This is an optimization exercise on Yosys and OpenROAD, whose aim is small area, a short achievable clock period and few clock cycles per item, not a production implementation.
The RTL was checked by simulation tests, not by an equivalence proof against the original design.
Power is estimated from default activity; no workload was simulated.

**design/flow/run.sh**
```bash
#!/bin/bash
# synth_recipe.tcl (not shown) runs the flow's synth.tcl, then flattens the netlist and writes it again
# the make line also repeats each setting of config.mk as NAME=value (left out here)
make -C /OpenROAD-flow-scripts/flow DESIGN_CONFIG=/design/flow/config.mk WORK_HOME=/design/flow/orfs CLKGATE_MAP_FILE= SYNTH_SCRIPT=/design/flow/synth_recipe.tcl finish
```
**design/flow/config.mk**
```make
export PLATFORM = sky130hd
export DESIGN_NAME = osort
export DESIGN_NICKNAME = osort
export VERILOG_FILES = /design/flow/design.v
export SDC_FILE = /design/flow/constraint.sdc
export NUM_CORES = 4
export LEC_CHECK = 0
export CAP_MARGIN = 20
export CORE_MARGIN = 2
export CORE_UTILIZATION = 35
export PLACE_DENSITY = 0.55
export SLEW_MARGIN = 20
```
**design/flow/constraint.sdc**
```tcl
create_clock -name core_clock -period 7.0 [get_ports {clk}]
set_input_delay 1.4000 -clock core_clock [delete_from_list [all_inputs] [get_ports {clk}]]
set_output_delay 1.4000 -clock core_clock [all_outputs]
set_load 0.01 [all_outputs]
```
**design/flow/design.v**
```verilog
module osort (
    input  wire        clk,
    input  wire        rst,         
    input  wire        in_valid,
    output wire        in_ready,
    input  wire [63:0] in_data,
    input  wire        in_last,     
    input  wire        in_s32,      
    output wire        out_valid,
    input  wire        out_ready,
    output wire [63:0] out_data,
    output wire        out_last
);
    localparam N = 16;
    localparam S_LOAD = 2'd0, S_SORT = 2'd1, S_OUT = 2'd2;
    function [63:0] to_key;
        input [63:0] d;
        input        s;
        to_key = s ? {32'd0, ~d[31], d[30:0]} : d;
    endfunction
    function [63:0] from_key;
        input [63:0] k;
        input        s;
        from_key = s ? {32'd0, ~k[31], k[30:0]} : k;
    endfunction
    reg [1:0] state;
    reg [3:0] cnt;        
    reg [3:0] last_idx;   
    reg [4:0] phase;
    reg       s32;
    wire       in_fire  = in_valid && in_ready;
    wire       out_fire = out_valid && out_ready;
    wire       cur_s32  = (cnt == 4'd0) ? in_s32 : s32;
    wire [63:0] in_key  = to_key(in_data, cur_s32);
    wire [63:0] kv [0:N-1];
    wire        gt [0:N-2];    
    genvar g;
    generate
        for (g = 0; g < N - 1; g = g + 1) begin : cmp
            assign gt[g] = kv[g] > kv[g + 1];
        end
        for (g = 0; g < N; g = g + 1) begin : slot
            reg [63:0] k;
            assign kv[g] = k;
            wire low_of_pair  = ((g % 2) == phase[0]) && (g < N - 1);
            wire high_of_pair = ((g % 2) != phase[0]) && (g > 0);
            always @(posedge clk) begin
                case (state)
                    S_LOAD: begin
                        if (in_fire) begin
                            if (cnt == g)
                                k <= in_key;
                            else if (in_last && (g > cnt))
                                k <= {64{1'b1}};
                        end
                    end
                    S_SORT: begin
                        if (low_of_pair) begin
                            if (gt[g]) k <= kv[g + 1];
                        end else if (high_of_pair) begin
                            if (gt[g - 1]) k <= kv[g - 1];
                        end
                    end
                    default: ;
                endcase
            end
        end
    endgenerate
    always @(posedge clk) begin
        if (rst) begin
            state <= S_LOAD;
            cnt   <= 4'd0;
            phase <= 4'd0;
        end else begin
            case (state)
                S_LOAD: begin
                    if (in_fire) begin
                        if (cnt == 4'd0) s32 <= in_s32;
                        if (in_last) begin
                            last_idx <= cnt;
                            cnt      <= 4'd0;
                            phase    <= 4'd0;
                            state    <= S_SORT;
                        end else begin
                            cnt <= cnt + 4'd1;
                        end
                    end
                end
                S_SORT: begin
                    phase <= phase + 4'd1;
                    if (phase == N - 1) state <= S_OUT;
                end
                default: begin
                    if (out_fire) begin
                        cnt <= cnt + 4'd1;
                        if (cnt == last_idx) begin
                            cnt   <= 4'd0;
                            state <= S_LOAD;
                        end
                    end
                end
            endcase
        end
    end
    assign in_ready  = (state == S_LOAD);
    assign out_valid = (state == S_OUT);
    assign out_data  = from_key(kv[cnt], s32);
    assign out_last  = (cnt == last_idx);
endmodule
```
==> impl_metrics.prom <==
# TYPE chip_impl_metric gauge
chip_impl_metric{name="count_of_flip_flops_with_a_built_in_enable_after_synthesis",unit=""} 1029
chip_impl_metric{name="power.clock.fraction",unit="%"} 41.0
chip_impl_info{name="post-synth-top-area-cell",value="sky130_fd_sc_hd__edfxtp_1"} 1
chip_impl_metric{name="detailroute.via_count",unit=""} 73200
chip_impl_metric{name="critical_path_required",unit="ns"} 5.60
chip_impl_metric{name="die-area",unit="mm^2"} 0.233
chip_impl_metric{name="die_w",unit="um"} 483
chip_impl_metric{name="synthesis.area_per_instance",unit="um^2"} 10.3
chip_impl_metric{name="timing.critical_path.fanout_max",unit=""} 20
chip_impl_metric{name="grt_antenna_before_repair",unit=""} 23
chip_impl_metric{name="report.final.slew_viol_count",unit=""} 0
chip_impl_metric{name="clk_pin_slew_worst_paths",unit="ns"} 0.06
chip_impl_metric{name="global_route.overflow_total",unit=""} 0
chip_impl_metric{name="power.leakage",unit="nW"} 36.9
chip_impl_metric{name="post-place-ws",unit="ns"} 0.669
chip_impl_metric{name="routed_wire_length_per_instance",unit="um"} 35.9
chip_impl_info{name="worst_path_most_repeated_cell",value="sky130_fd_sc_hd__buf_4"} 1
chip_impl_metric{name="postSynth.asyncResetShare",unit="%"} 0
chip_impl_metric{name="finalSetupViolCount",unit=""} 0
chip_impl_info{name="unrepaired_setup_endpoints_after_global_routing",value="false"} 1
chip_impl_metric{name="timing.setup.tns",unit="ns"} 0
chip_impl_metric{name="synth-warning-count",unit=""} 1
chip_impl_metric{name="synth_area",unit="mm^2"} 0.0802
chip_impl_metric{name="post-place-cells",unit=""} 10600
chip_impl_metric{name="arrival",unit="ns"} 5.44
chip_impl_metric{name="cts_htree_levels",unit=""} 4
chip_impl_metric{name="worstRegToRegCells",unit=""} 9
chip_impl_metric{name="netlist_instances",unit=""} 7819
chip_impl_info{name="timing.critical_path.cells",value="ha_2 -> and3_4 -> nor3_1 -> and4_2 -> buf_4 -> a2111oi_2 -> buf_4 -> nor2_1 -> clkdlybuf4s50_1"} 1
chip_impl_metric{name="drt_pre_antenna_iters",unit=""} 10
chip_impl_metric{name="vias_in_the_first_global_route",unit=""} 69300
chip_impl_metric{name="clock_sinks",unit=""} 1040
chip_impl_metric{name="proportion_of_layout_cells_with_a_drive_suffix_above_1",unit="%"} 6.32
chip_impl_metric{name="power_per_cell_area",unit="mW/mm^2"} 197
chip_impl_metric{name="clock_latency_on_the_worst_skew_pair",unit="ns"} 0.86
chip_impl_info{name="rr_endpoint",value="slot[8].k[52]"} 1
chip_impl_metric{name="placementRows",unit=""} 175
chip_impl_info{name="dominantRegCellSynth",value="sky130_fd_sc_hd__edfxtp_1"} 1
chip_impl_metric{name="synth_top_cell_area_share",unit="%"} 38.5
chip_impl_metric{name="max-cap-violations",unit=""} 0
chip_impl_metric{name="p_seq_share",unit="%"} 41.4
chip_impl_metric{name="worst_slack",unit="ns"} 0.164
chip_impl_metric{name="hold_path_depth",unit=""} 2
chip_impl_metric{name="worst_slew_pin_slew",unit="ns"} 1.32
chip_impl_info{name="layout_common_cells",value="1223 x sky130_fd_sc_hd__a22oi_1, 1029 x sky130_fd_sc_hd__edfxtp_1, 986 x sky130_fd_sc_hd__inv_1"} 1
chip_impl_metric{name="slew-limit-headroom",unit="%"} 10.9
chip_impl_info{name="clockRootBuffer",value="sky130_fd_sc_hd__clkbuf_16"} 1
chip_impl_info{name="tritoncts",value="yes"} 1
chip_impl_metric{name="remaining_drc_errors",unit=""} 0
chip_impl_metric{name="avgViaCountPerCell",unit=""} 6.71
chip_impl_info{name="endpoint",value="out_data[43]"} 1
chip_impl_metric{name="cts_setup_buffers",unit=""} 0
chip_impl_metric{name="ff2ff_setup_slack",unit="ns"} 1.53
chip_impl_metric{name="grt_pass1_wl",unit="um"} 545000
chip_impl_metric{name="buffer_ports.inserted",unit=""} 136
chip_impl_metric{name="max-vdd-ir-drop",unit="uV"} 213
chip_impl_metric{name="finalHoldViolCount",unit=""} 0
chip_impl_info{name="layout.cells.most_common",value="sky130_fd_sc_hd__a22oi_1"} 1
chip_impl_metric{name="max-clock-path-buffers",unit=""} 3
chip_impl_metric{name="all_layer_global_routing_usage",unit="%"} 32.6
chip_impl_metric{name="detail_route.iter0.violations",unit=""} 11400
chip_impl_metric{name="grt_start_max_net_pins",unit=""} 159
chip_impl_metric{name="power_frac_comb",unit="%"} 17.7
chip_impl_metric{name="cts_buffers",unit=""} 139
chip_impl_metric{name="core",unit="mm^2"} 0.227
chip_impl_info{name="hp-start",value="phase[4]"} 1
chip_impl_metric{name="route.final.wire_length",unit="um"} 392000
chip_impl_metric{name="chipHeight",unit="um"} 483
chip_impl_metric{name="ant_nets",unit=""} 0
chip_impl_metric{name="netSwitchingPower",unit="W"} 0.00556
chip_impl_metric{name="synth.net_count",unit=""} 8854
chip_impl_info{name="run_status",value="finished clean"} 1
chip_impl_info{name="timing.critical_path.slowest_stage_cell",value="sky130_fd_sc_hd__and3_4"} 1
chip_impl_metric{name="max_freq",unit="GHz"} 0.146
chip_impl_metric{name="floorplan.initialDensity",unit="%"} 35.3
chip_impl_metric{name="yosys.cell_types.count",unit=""} 81
chip_impl_metric{name="slowest_delay",unit="ns"} 0.76
chip_impl_metric{name="fin_skew",unit="ns"} 0.0621
chip_impl_metric{name="seq_area_frac_synth",unit="%"} 38.8
chip_impl_metric{name="pin_count",unit=""} 137
chip_impl_info{name="min_path_type",value="register to register"} 1
chip_impl_metric{name="layout-area-overhead-vs-synth",unit="%"} 12.0
chip_impl_metric{name="layout_min_cycle_time",unit="ns"} 6.84
chip_impl_metric{name="gpl.final_weighted_congestion",unit=""} 0.994
chip_impl_metric{name="fin_cells",unit=""} 10900
chip_impl_metric{name="nNetsFinal",unit=""} 8795
chip_impl_info{name="synth.area.top_cells",value="sky130_fd_sc_hd__edfxtp_1 39%, sky130_fd_sc_hd__ha_1 15%, sky130_fd_sc_hd__a22oi_1 11%"} 1
chip_impl_metric{name="internal-power",unit="W"} 0.0121
chip_impl_info{name="criticalPathCategory",value="register to output port"} 1
chip_impl_metric{name="hpwl",unit="um"} 272000
chip_impl_metric{name="finish.utilization",unit="%"} 39.5
chip_impl_metric{name="net_sw_share",unit="%"} 31.4
chip_impl_info{name="cp-end-kind",value="output port"} 1
chip_impl_info{name="crit_path_start_kind",value="register"} 1
chip_impl_metric{name="final_min_period_over_clock_period",unit="%"} 97.7
chip_impl_info{name="startpoint",value="cnt[1]"} 1
chip_impl_info{name="r2r-start",value="slot[8].k[51]"} 1
chip_impl_metric{name="ys_ff_latch",unit=""} 1040
metal layers:
metal / part of all wire, % / global-route usage, % / vias to the layer above
li1: - / - / 30300
met1: 40 / 43.7 / 36700
met2: 42 / 47.4 / 5163
met3: 12 / 8.74 / 1056
met4: 6.5 / 18.3 / 22
met5: 0.035 / 0 / -
layout make-up:
cell class | count | area [um^2]
Multi-Input combinational cell | 5271 | 43800
Inverter | 986 | 3700
Tap cell | 3009 | 3760
Clock inverter | 78 | 607
Clock buffer | 178 | 3770
Timing Repair Buffer | 322 | 3060
Sequential cell | 1040 | 31100
Antenna cell | 23 | 57.6
Fill cell | 22100 | 138000
power by group through the flow:
stage / logic, W / clock network [W] / registers [W]
2_1_floorplan: 0.00157 / 0 / 0.00737
3_3_place_gp: 0.00299 / 0 / 0.00744
3_5_place_dp: 0.00302 / 0 / 0.00744
4_1_cts: 0.00303 / 0.00725 / 0.00731
5_1_grt: 0.00321 / 0.00748 / 0.00732
6_report: 0.00312 / 0.00724 / 0.00732
cell usage after synthesis, drive strengths merged (9+ instances only):
| library cell | number |
|---|---|
| nand3 | 151 |
| a21oi | 387 |
| nor3 | 48 |
| a221oi | 89 |
| a31oi | 9 |
| a41oi | 21 |
| a211oi | 53 |
| a21boi | 12 |
| o22a | 26 |
| clkbuf | 406 |
| a221o | 12 |
| a222oi | 60 |
| o21bai | 9 |
| buf | 118 |
| nand2b | 10 |
| nor4 | 42 |
| a21o | 70 |
| o21a | 10 |
| a22oi | 1223 |
| dfxtp | 11 |
| mux2i | 901 |
| nor2 | 165 |
| nor2b | 26 |
| nand4 | 210 |
| nand2 | 292 |
| inv | 986 |
| o221ai | 25 |
| o22ai | 112 |
| and2 | 19 |
| o21ai | 135 |
| and3 | 22 |
| and4 | 38 |
| or4 | 10 |
| ha | 965 |
| a2111oi | 15 |
| edfxtp | 1029 |
| o211ai | 17 |
registers in the layout, indices dropped and copies added, names as in the netlist:
register	cells
slot.k	1024
last_idx	4
phase	5
s32	1
state	2
cnt	4
worst max-delay path, delay by kind of cell (launching register included):
family,cells,cell delay [ns]
AOI/OAI and AO/OA,1,0.68
and+or+nand+nor,4,1.56
adders and majority gates,1,0.62
buffers and inverters,3,1.07
DFF,1,0.63
worst min-delay path by stage:
stage,endpoint,slack [ns]
after floorplan,last_idx[2],0.43
after global placement,phase[4],0.47
after detailed placement,phase[4],0.49
after CTS,phase[4],0.50
after global routing,phase[4],0.54
final,phase[4],0.50
cell families after synthesis:
logic type,after synthesis,synth area share (%)
buf+inv,1510,7.23
compound gates,2328,20.7
xor+xnor,11,0.120
simple gates,1064,6.84
mux,901,11.3
flops,1040,38.8
fa+ha+maj,965,15.1
repair_timing:
action,in CTS,in global routing
hold buffers,0,0
pin swaps,2,0
endpoints found under the setup margin,1,1
gates resized for setup,2,3
cloned,2,0
through the flow:
stage               power, W  hold slack, ns  instance area [um^2]
global placement      0.0104           0.467                 85200
detailed placement    0.0105           0.490                 85300
global route          0.0180           0.544                 89800
floorplan            0.00894           0.431                 80200
CTS                   0.0176           0.503                 89700
finish                0.0177           0.502                 89800
Testbench counts, summed over its fixed seeds: cycles 34,608, items 10,904.

re-timing with driven ports:
How much do the figures lean on ideal ports? The routed layout below was timed once more, with nothing changed but the port constraints.
Step 1 sets driving cells, clkbuf_16 on the clock port and buf_2 on the other inputs (assumed; they add their load-dependent delay and slew).
Step 2 adds t to the input delays and takes it off the output delays; t is the mean of the earliest and latest rising clock arrival at the registers after step 1. Input paths then give back, and output paths get back, about the clock's delay inside the block.
a / b / c = ideal ports / drivers / drivers and shift; a / b = the first two.
shift t [ns]: 0.910
setup WS [ns]: 0.164 / 0.080 / 0.890
latest minus earliest clock arrival (ns): 0.062 / 0.062
worst data-port slew with drivers (ns): 0.20
After both steps setup and hold are still met in this run. For this run, drivers alone change the setup slack by -0.084 ns; drivers and shift together by +0.726 ns.
